What follows belongs to an exercise in optimizing a design on an open flow for a short achievable clock period and few clock cycles; a production flow would make more cautious choices.
Where RTL was checked, it was by simulation tests only, not by an equivalence proof against the original.
Power is estimated from default activity; no workload was simulated.

Design jcpu8, start of the top module:
module jcpu8 (
    input  wire        clk,
    input  wire        rst,         
    input  wire        stall,       
    output wire [15:0] mem_addr,
    output wire        mem_we,
    output wire [7:0]  mem_wdata,
    input  wire [7:0]  mem_rdata,
    input  wire [7:0]  io0,
    output wire        io_event,
    output wire [7:0]  io_value,
    output wire        fault
);
export LEC_CHECK = 0
export CAP_MARGIN = 20
export CORE_MARGIN = 2
export CORE_UTILIZATION = 45
export GPL_ROUTABILITY_DRIVEN = 1
export GPL_TIMING_DRIVEN = 1
export PLACE_DENSITY = 0.6
export SETUP_SLACK_MARGIN = 4.0
export SLEW_MARGIN = 20
create_clock -name core_clock -period 6.0 [get_ports {clk}]
run.sh (not shown) runs the stock make flow with config.mk's settings and CLKGATE_MAP_FILE= SYNTH_SCRIPT=/design/flow/synth_recipe.tcl, a recipe that flattens the netlist after the stock synthesis.
==> next run, changes <==
--- a/flow/config.mk
+++ b/flow/config.mk
@@ -7,8 +7,8 @@
 export LEC_CHECK = 0
+export ABC_CLOCK_PERIOD_IN_PS = 2000
 export CAP_MARGIN = 20
 export CORE_MARGIN = 2
-export CORE_UTILIZATION = 45
+export CORE_UTILIZATION = 25
 export GPL_ROUTABILITY_DRIVEN = 1
-export GPL_TIMING_DRIVEN = 1
-export PLACE_DENSITY = 0.6
+export PLACE_DENSITY = 0.45
 export SETUP_SLACK_MARGIN = 4.0
Effect: Wire length grows by 10%; setup slack gains 0.078 ns; final area grows by 1.2%.
No run of this note included a check of the RTL's function; only the layout flow was run.

========
jcpu8, a different RTL version from the one above (not shown whole).
Size in the first run: ~1,800 cells after synthesis, roughly 54 I/O pins, ~14,000 sq um of cells after synthesis.
make LEC_CHECK=0 CAP_MARGIN=20 CORE_MARGIN=2 CORE_UTILIZATION=25 GPL_ROUTABILITY_DRIVEN=1 PLACE_DENSITY=0.45 SETUP_SLACK_MARGIN=4.0 SLEW_MARGIN=20 SYNTH_HIERARCHICAL=1 SYNTH_MINIMUM_KEEP_SIZE=0 finish   # period 6.0 ns
Edit:
--- a/flow/config.mk
+++ b/flow/config.mk
@@ -10 +10 @@
-export CORE_UTILIZATION = 25
+export CORE_UTILIZATION = 45
@@ -12 +12,2 @@
-export PLACE_DENSITY = 0.45
+export GPL_TIMING_DRIVEN = 1
+export PLACE_DENSITY = 0.6
The new run finished clean.
Worst setup slack improves by 0.035 ns.
Register-to-register slack degrades by 0.02 ns.
Worst hold slack degrades by 0.027 ns.
Total power is higher by 1.7%.
Non-clock buffer count is higher by 7.
Sequential cell count does not change.
First-iteration DRC count is higher by about 50%.
Function was not checked in any run of this note: the RTL went through the layout flow alone.

========
JK:
Another version of the RTL of jcpu8 (not shown whole).
Size in the first run: ~1900 cells after synthesis, roughly 54 I/O pins, about 0.015 mm² of cells after synthesis.
## jcpu8
module jcpu8 (
    input  wire        clk,
    input  wire        rst,         
    input  wire        stall,       
    output wire [15:0] mem_addr,
    output wire        mem_we,
    output wire [7:0]  mem_wdata,
    input  wire [7:0]  mem_rdata,
    input  wire [7:0]  io0,
    output wire        io_event,
    output wire [7:0]  io_value,
    output wire        fault
);
    localparam [3:0] ID_MOV = 4'h1, ID_LW  = 4'h2, ID_SW  = 4'h3, ID_LDA = 4'h4,
                     ID_PUSH = 4'h5, ID_POP = 4'h6, ID_JNZ = 4'h7, ID_ADD = 4'h8,
                     ID_ADC = 4'h9, ID_AND = 4'hA, ID_NOR = 4'hB, ID_CMP = 4'hC;
    localparam [2:0] EX_MOV = 3'd0, EX_AND = 3'd1, EX_NOR = 3'd2, EX_ADD = 3'd3,
                     EX_ADC = 3'd4, EX_CMP = 3'd5, EX_LDA = 3'd6;
    reg [7:0]  ra, rb, rc, rd, rl, rh, rf;
    reg [15:0] pc;          
    reg [15:0] sp;
    reg [7:0]  io_prev;
    reg        faulted;
    reg        pF, pA1, pA2, pM;    
    reg [15:0] addr_q;
    reg        we_q;
    reg [7:0]  wd_q;
    reg        imm;
    reg        c_lw, c_sw, c_push, c_pop, c_three;
    reg [2:0]  c_eop;
    reg [7:0]  rf_sel;      
    reg [7:0]  arg1;
    reg [7:0]  a1_sel;      
    reg        ex_v;        
    reg        fl_v;        
    reg [2:0]  ex_op;
    reg [7:0]  ex_d;        
    reg [7:0]  x1_q;        
    reg [7:0]  op2_q;       
    reg [7:0]  ex_hi;       
    reg        ex_s_reg;    
    reg        ex_s_same;   
    reg        ex_s_f;      
    reg [7:0]  res_q;       
    reg        fl_d_f;      
  ...
clock: 6.0 ns
lec_check: 0
abc_clock_period_in_ps: 1500
cap_margin: 20
core_margin: 2
core_utilization: 25
gpl_routability_driven: 1
place_density: 0.45
setup_slack_margin: 4.5
slew_margin: 20
tns_end_percent: 100
JK went all the way through the flow, and no timing, DRC or antenna check failed.
diff inputs: JK => MS
-- flow/config.mk --
<<< JK, line 8
export ABC_CLOCK_PERIOD_IN_PS = 1500
>>> MS, line 8
export ABC_CLOCK_PERIOD_IN_PS = 2000
<<< JK, line 14
export SETUP_SLACK_MARGIN = 4.5
>>> MS, line 14
export SETUP_SLACK_MARGIN = 4.0
<<< JK, line 16
export TNS_END_PERCENT = 100
>>> MS, line 16
--- outcome ---
In MS, initial antenna violation count is higher than in JK. Of the two values seen for end point of the critical path, addr_q[0]$_SDFFE_PP0P_ was produced by MS and pc[6]$_SDFFE_PP0P_ by JK. Area: MS vs JK -> MS smaller. MS against JK: met1 routing resource usage after global routing saw little to no change, switching component of the power saw a decrease, setup slack saw an increase, number of vias per cell after detailed routing saw a decrease.
No functional check of the RTL was part of any run of this note.

========
run a:
jcpu8, a different RTL version from the one above (not shown whole).
Size in the first run: roughly 1800 cells after synthesis, roughly 240 flip-flops, ~54 I/O pins, roughly 0.014 mm^2 of cells after synthesis.
Settings: LEC_CHECK=0, CAP_MARGIN=20, CORE_MARGIN=2, CORE_UTILIZATION=25, GPL_ROUTABILITY_DRIVEN=1, PLACE_DENSITY=0.45, SETUP_SLACK_MARGIN=4.0, SLEW_MARGIN=20, SYNTH_HIERARCHICAL=1, SYNTH_MINIMUM_KEEP_SIZE=0; clock period 6.0 ns.
#### Input delta (run b over run a)
--- a/flow/config.mk
+++ b/flow/config.mk
@@ -7,2 +7,3 @@
 export LEC_CHECK = 0
+export ABC_CLOCK_PERIOD_IN_PS = 2000
 export CAP_MARGIN = 20
@@ -14,3 +15 @@
 export SLEW_MARGIN = 20
-export SYNTH_HIERARCHICAL = 1
-export SYNTH_MINIMUM_KEEP_SIZE = 0
Notes after the runs:
Clock power (higher): run b
Run a -> run b: non-clock buffer count decreased by more than 10%
Combinational cell fraction of total power: run b < run a
Run b falls short of run a in power.
Relative to run a, the relative area of clock buffers and inverters in the final design of run b is higher by 0.64 points.
Run b vs. run a: layout clock buffer count went up by about 13%.
No functional check of the RTL was part of any run of this note.

========
Setup of north:
Another version of the RTL of jcpu8 (not shown whole).
Size in the first run: roughly 2000 cells after synthesis, ~16000 µm² of cells after synthesis.
export LEC_CHECK = 0
export CAP_MARGIN = 20
export CORE_MARGIN = 2
export CORE_UTILIZATION = 40
export GPL_ROUTABILITY_DRIVEN = 1
export GPL_TIMING_DRIVEN = 1
export PLACE_DENSITY = 0.6
export SETUP_SLACK_MARGIN = 4.0
export SLEW_MARGIN = 20
export SYNTH_HIERARCHICAL = 1
export SYNTH_MINIMUM_KEEP_SIZE = 0
export TNS_END_PERCENT = 100
create_clock -name core_clock -period 6.0 [get_ports {clk}]
Testbench counts of north, summed over its fixed seeds: cycles 172,034.
Modified inputs, south compared to north
-- flow/config.mk --
<<< north, line 10
export CORE_UTILIZATION = 40
>>> south, line 10
export CORE_UTILIZATION = 25
<<< north, line 12
export GPL_TIMING_DRIVEN = 1
export PLACE_DENSITY = 0.6
>>> south, line 12
export PLACE_DENSITY = 0.45
<<< north, line 18
export TNS_END_PERCENT = 100
>>> south, line 17
Results
- south completed; timing, DRC and antenna clean
- Looking at cell-internal power, south sits below north.
- Per the comparison of south with north, first-iteration DRC count dropped about 8%; count of buffers added by post-CTS timing repair for setup moved up; switching power up 5.6%; final routed wirelength across all metal layers rose about 18%; switching power as a share of total power has increased.
- Relative to north, the clock skew of south is higher by 0.018 ns.
- The average vias per placed instance in south sits 0.72 below the value recorded for north.
- In the tables for north and south, sequential share of layout area reads higher with north.
- Looking only at worst setup slack, and setting everything else aside, the higher value of north and south goes to north.
Here is what was changed in the inputs of east compared with south.
-- flow/config.mk --
<<< south, line 10
export CORE_UTILIZATION = 25
>>> east, line 10
export CORE_UTILIZATION = 35
<<< south, line 12
export PLACE_DENSITY = 0.45
>>> east, line 12
export GPL_TIMING_DRIVEN = 1
export PLACE_DENSITY = 0.55
<<< south, line 17
>>> east, line 18
export TNS_END_PERCENT = 100
[summary]
Going from south to east, the wire length on met1 was found to have gone down by about 13%. east -> south: worst hold margin flat. Going from south to east, the combinational-cell power consumption was found to have gone up by 3.7%. Row portion of total power attributed to the clock network: east lower / south higher. east: no failed stages, no open violations at the end.
Edits applied to the flow inputs when going from east to west:
-- flow/config.mk --
<<< east, line 10
export CORE_UTILIZATION = 35
>>> west, line 10
export CORE_UTILIZATION = 45
<<< east, line 13
export PLACE_DENSITY = 0.55
>>> west, line 13
export PLACE_DENSITY = 0.6
<<< east, line 18
export TNS_END_PERCENT = 100
>>> west, line 18
Results
west reports a higher critical path depth than east does.
Summary of west over east: final worst-path setup slack moved down, clock buffer count from CTS moved up, register-to-register slack moved down.

separate check: timing with driven ports:
The flow's constraints put no driver on any port. The routed layouts listed below were extracted and timed again, unchanged, in two steps. Step 1 sets driving cells, clkbuf_16 on the clock port and buf_2 on the other inputs (assumed; they add their load-dependent delay and slew). Step 2 moves the port delays by t, midway between the first and last clock arrival at a register: inputs arrive t later, outputs are due t later. That takes back most of the time a late clock gives input paths. Slacks: no drivers / after step 1 / after step 2; pairs: no drivers / after step 1.
run	t (ns)	setup slack, ns	worst setup path after step 2	worst data-port slew with drivers (ns)
the first run of note 1	0.611	3.203 / 3.203 / 2.641	input to register	0.10
the second run of note 1	0.629	3.282 / 3.282 / 2.695	input to register	0.08
the first run of note 2	0.631	3.102 / 3.116 / 2.486	input to register	0.12
the second run of note 2	0.620	3.137 / 3.137 / 2.579	input to register	0.11
JK	0.653	2.852 / 2.881 / 2.228	input to register	0.23
MS	0.646	2.869 / 2.884 / 2.238	input to register	0.09
run a	0.635	3.411 / 3.404 / 2.768	input to register	0.09
run b	0.596	3.320 / 3.333 / 2.737	input to register	0.06
north	0.631	3.526 / 3.493 / 2.862	input to register	0.27
south	0.654	3.509 / 3.404 / 2.750	input to register	0.21
east	0.647	3.559 / 3.502 / 2.855	input to register	0.23
west	0.575	3.504 / 3.483 / 2.909	input to register	0.14
After both steps setup and hold are still met in every run listed. For south, which loses most, drivers alone change the setup slack by -0.105 ns; drivers and shift together by -0.759 ns.
